From an optimization exercise on the open Yosys and OpenROAD flow, aimed at small area, a short achievable clock period and few clock cycles; shortcuts taken in it are not production practice.
At most, simulation tests tie the RTL to the original design; equivalence was not proved.
Power and IR drop assume default switching activity.

## atc_encode
module atc_encode (
    input  wire        clk,
    input  wire        rst,           
    input  wire        wr_en,
    input  wire [8:0]  wr_addr,       
    input  wire [31:0] wr_data,
    input  wire        start,         
    output wire        busy,
    output reg  [31:0] result,
    output reg         err_src,       
    output reg  [7:0]  out_len,
    output reg         src_re,
    output reg  [7:0]  src_addr,
    input  wire [7:0]  src_rdata,
    output reg         dst_we,
    output reg  [7:0]  dst_addr,
    output reg  [7:0]  dst_wdata,
    output wire        txp_req,
    input  wire        txp_rsp_valid,
    input  wire        txp_rsp_ok,
    input  wire [7:0]  txp_rsp_val,
    input  wire [31:0] txp_rsp_err
);
Size: ~980 flip-flops, ~160 I/O pins, ~41000 um2 of cells after synthesis.
clock: 6.0 ns
lec_check: 0
cap_margin: 20
core_margin: 2
core_utilization: 40
place_density: 0.6
setup_slack_margin: 3.4
slew_margin: 20
tns_end_percent: 5
run.sh (not shown) runs the stock make flow with config.mk's settings and CLKGATE_MAP_FILE= SYNTH_SCRIPT=/design/flow/synth_recipe.tcl, a recipe that flattens the netlist after the stock synthesis.
Then changed:
TNS_END_PERCENT = 100   (was 5)
What happened: Worst setup slack is worse by 0.23 ns; clock-buffer cell count fell by 19; power came out higher by a little under a tenth; register-to-register slack is better by 0.13 ns; wire length rose by a few percent.
Function was not checked in any run of this note: the RTL went through the layout flow alone.

========
Another version of the RTL of atc_encode (not shown whole).
For scale: roughly 1,000 flip-flops, roughly 160 I/O pins.
==> flow/config.mk <==
export PLATFORM = sky130hd
export DESIGN_NAME = atc_encode
export DESIGN_NICKNAME = atc_encode
export VERILOG_FILES = /design/flow/design.v
export SDC_FILE = /design/flow/constraint.sdc
export NUM_CORES = 4
export LEC_CHECK = 0
export CAP_MARGIN = 20
export CORE_MARGIN = 2
export CORE_UTILIZATION = 40
export PLACE_DENSITY = 0.6
export SETUP_SLACK_MARGIN = 3.9
export SLEW_MARGIN = 20
export TNS_END_PERCENT = 5
==> flow/constraint.sdc <==
create_clock -name core_clock -period 6.0 [get_ports {clk}]
set_input_delay 1.2000 -clock core_clock [delete_from_list [all_inputs] [get_ports {clk}]]
set_output_delay 1.2000 -clock core_clock [all_outputs]
set_load 0.01 [all_outputs]
standard.sh (not shown) runs the stock make flow with config.mk's settings and CLKGATE_MAP_FILE= SYNTH_SCRIPT=/design/flow/synth_recipe.tcl, a recipe that flattens the netlist after the stock synthesis.
==> flow/flow/run.sh <==
#!/bin/bash
# Standard layout, with the port buffers made from buf_4 cells instead of the
# resizer's default choice, so that the I/O paths are not slowed by delay cells.
set -euo pipefail
export BUFFER_PORTS_ARGS="-buffer_cell sky130_fd_sc_hd__buf_4"
bash standard.sh > standard.log 2>&1
The starting point completed with no timing, DRC or antenna violations.
Testbench counts at the start, summed over its fixed seeds: cycles 32,200.
==> next run, changes <==
Settings changed: CTS_BUF_LIST from default to sky130_fd_sc_hd__clkbuf_8, CTS_CLUSTER_SIZE from default to 30, SETUP_SLACK_MARGIN 3.9 to 3.7.
Result:
- total power is lower by 5.6%
- wire length is about the same
- clock power is lower by 12%
- global-route usage is higher by 0.11 points
- sequential share of layout area is higher by 1.5 points
- setup slack gets worse by 19 ps
- critical path depth stays the same
- via count is higher by 0.42%
- maximum frequency is lower by 0.73%
- design area is lower by 2.3%
==> next run, changes <==
Settings changed: CORE_UTILIZATION 40 to 60, CTS_BUF_LIST sky130_fd_sc_hd__clkbuf_8 to default, CTS_CLUSTER_SIZE 30 to default, PLACE_DENSITY 0.6 to 0.75.
After rerunning:
- The changed run finished with timing, DRC and antenna clean
- via count rose by 1.8%
- worst setup slack degrades by 21 ps
- global-route usage goes up by 10 points
==> next run, changes <==
Settings changed: CORE_UTILIZATION 60 to 40, CTS_BUF_LIST from default to sky130_fd_sc_hd__clkbuf_8 sky130_fd_sc_hd__clkbuf_16, CTS_CLUSTER_SIZE from default to 20, PLACE_DENSITY 0.75 to 0.6.
Outcome: Core utilization is lower by 23 points; routed wire length is higher by 5.6%; cell count is higher by 10%; via count is lower by 2.6%; worst setup slack hardly moves; first-iteration DRC count is lower by 18%; cell area is higher by 1.3%; non-clock buffer count is lower by 14.
==> next run, changes <==
Settings changed: ABC_AREA from default to 1, CTS_BUF_LIST sky130_fd_sc_hd__clkbuf_8 sky130_fd_sc_hd__clkbuf_16 to default, CTS_CLUSTER_SIZE 20 to default.
After rerunning: The new run completed with no timing, DRC or antenna violations; total power decreases by a few percent; setup slack gains 100 ps; first-iteration DRC count increases by about a fifth; non-clock buffer count increases by 10; final area increases by a few percent; sequential power decreases slightly; sequential cell count is unchanged; sequential share of layout area decreases by 2.5 points; cell count increases by a quarter to a third; global-route usage increases by 0.98 points; clock-buffer cell count increases by 22.

========
== run 1 ==
atc_encode, a different RTL version from the one above (not shown whole).
Size: ~3,000 cells after synthesis, ~1,000 flip-flops, roughly 160 I/O pins, about 40,000 µm² of cells after synthesis.
==> flow/design.v (excerpt) <==
module atc_encode (
    input  wire        clk,
    input  wire        rst,           
    input  wire        wr_en,
    input  wire [8:0]  wr_addr,       
    input  wire [31:0] wr_data,
    input  wire        start,         
    output wire        busy,
    output reg  [31:0] result,
    output reg         err_src,       
    output reg  [7:0]  out_len,
    output reg         src_re,
    output reg  [7:0]  src_addr,
    input  wire [7:0]  src_rdata,
    output reg         dst_we,
    output reg  [7:0]  dst_addr,
    output reg  [7:0]  dst_wdata,
    output wire        txp_req,
    input  wire        txp_rsp_valid,
    input  wire        txp_rsp_ok,
    input  wire [7:0]  txp_rsp_val,
    input  wire [31:0] txp_rsp_err
);
    localparam [7:0]  TX_PWR_AUTO = 8'h80;
    localparam [31:0] R_OK      = 32'h0000_0000;
    localparam [31:0] R_MSGSIZE = 32'h0000_0004;
    localparam [31:0] R_RANGE   = 32'h0000_0080;
    localparam N_U16 = 14;
    localparam N_U32 = 7;
    reg busy_r;
    assign busy = busy_r;
    wire [31:0] wd   = wr_data & {32{~rst}};
    wire        wr_g = wr_en & ~busy_r;
    function wr_at(input [8:0] a);
        wr_at = rst | (wr_g & (wr_addr == a));
    endfunction
    reg [7:0]  max_len;
    reg [17:0] fs_present;
    reg [3:0]  fs_complete;
    reg [7:0]  fs_flags, fs_txp, fs_lerole;
    reg [15:0] fs_appear, fs_advitvl;
    reg [7:0]  fs_u16_count, fs_u32_count;
    reg [7:0]  v_off [0:7];    
    reg [7:0]  v_n   [0:7];    
    reg [8:0]  pta_n;          
    reg [23:0] fs_devcls;
    reg [31:0] fs_itvl;
    reg [55:0] fs_leaddr;
    reg [15:0] u16 [0:N_U16-1];
  ...
clock: 6.0 ns
lec_check: 0
cap_margin: 20
core_margin: 2
core_utilization: 40
place_density: 0.6
setup_slack_margin: 3.6
slew_margin: 20
run.sh (not shown) runs the stock make flow with config.mk's settings and CLKGATE_MAP_FILE= SYNTH_SCRIPT=/design/flow/synth_recipe.tcl, a recipe that flattens the netlist after the stock synthesis.
Stock flow here: none of the scripts above is used.
> inputs changed (run 1 -> run 2)
# run 1
export LEC_CHECK = 0
export CAP_MARGIN = 20
export CORE_MARGIN = 2
export CORE_UTILIZATION = 40
export PLACE_DENSITY = 0.6
export SETUP_SLACK_MARGIN = 3.6
export SLEW_MARGIN = 20
create_clock -name core_clock -period 6.0 [get_ports {clk}]
# run 2
export LEC_CHECK = 0
export CAP_MARGIN = 20
export CORE_MARGIN = 2
export CORE_UTILIZATION = 40
export PLACE_DENSITY = 0.6
export SLEW_MARGIN = 20
create_clock -name core_clock -period 6.0 [get_ports {clk}]
Notes after the runs:
Summary of run 2 over run 1: clock network fraction of total power picked up an extra 4.4 points, global-route usage lost 4.2 points, power in sequential cells now sits higher. On worst setup margin, the higher figure sits with run 1, not run 2. Run 2: PASS, flow complete, no timing, DRC or antenna violations. Looking at number of placed instances, taps included, run 2 sits above run 1. Post-place setup slack, run 1 and run 2: smaller value in run 2. Cell at the slowest stage of the critical path = or2_4: run 2; cell at the slowest stage of the critical path = dfxtp_4: run 1. | count of clock-buffer cells in the layout | higher: run 2 |. When run 2 is set beside run 1, its multi-input logic area turns out to be 20% smaller.
### run 2 -> run 3
# run 2
export LEC_CHECK = 0
export CAP_MARGIN = 20
export CORE_MARGIN = 2
export CORE_UTILIZATION = 40
export PLACE_DENSITY = 0.6
export SLEW_MARGIN = 20
create_clock -name core_clock -period 6.0 [get_ports {clk}]
# run 3
export LEC_CHECK = 0
export CAP_MARGIN = 20
export CORE_MARGIN = 2
export CORE_UTILIZATION = 40
export PLACE_DENSITY = 0.6
export SETUP_SLACK_MARGIN = 3.0
export SLEW_MARGIN = 20
create_clock -name core_clock -period 6.0 [get_ports {clk}]
==> comparison <==
[compare] base=run 2 new=run 3: wire length increased by about 8% relative to the old numbers, upper clock frequency limit rose by 32%, layout overhead on the synthesized area +8.6 points.
Lower clock tree cell share of total cell area was reported by run 3, not run 2.
Looking at buffer share of cell area, run 3 sits 3.7 points higher than run 2 does.
Function was not checked in any run of this note: the RTL went through the layout flow alone.

==> static timing again, ports no longer ideal <==
In the flow no input, the clock included, has a driving cell. The finished layouts below were timed again as built, in two steps.
Step 1, drivers: a clkbuf_16 drives clk and a buf_2 each remaining input, both assumed.
Step 2 times the ports against the registers' clock, not the clock port: input delays grow and output delays shrink by t, the midpoint of the rising clock arrivals with the driver on.
a / b / c = ideal / step 1 / step 2; a / b = the first two.
run | t, ns | slack for setup (ns) | worst setup path at the end | pins driven straight from the clock port
the first run of note 1 | 0.750 | 2.985 / 2.764 / 2.014 | input to register | 1
the second run of note 1 | 0.737 | 2.757 / 2.731 / 1.994 | input to register | 1
the first run of note 2 | 0.742 | 3.416 / 3.416 / 2.712 | input to register | 1
the second run of note 2 | 0.889 | 3.397 / 3.397 / 2.737 | input to register | 1
the third run of note 2 | 0.736 | 3.377 / 3.385 / 2.670 | input to register | 1
the fourth run of note 2 | 0.740 | 3.379 / 3.379 / 2.720 | input to register | 1
the fifth run of note 2 | 0.790 | 3.483 / 3.466 / 2.855 | input to register | 1
run 1 | 0.749 | 2.944 / 2.944 / 2.281 | input to register | 1
run 2 | 0.732 | 1.905 / 1.905 / 1.307 | input to register | 1
run 3 | 0.737 | 2.904 / 2.865 / 2.128 | input to register | 1
After both steps every run listed still meets setup and hold. For the first run of note 1, which loses most, drivers alone change the setup slack by -0.221 ns; drivers and shift together by -0.971 ns.
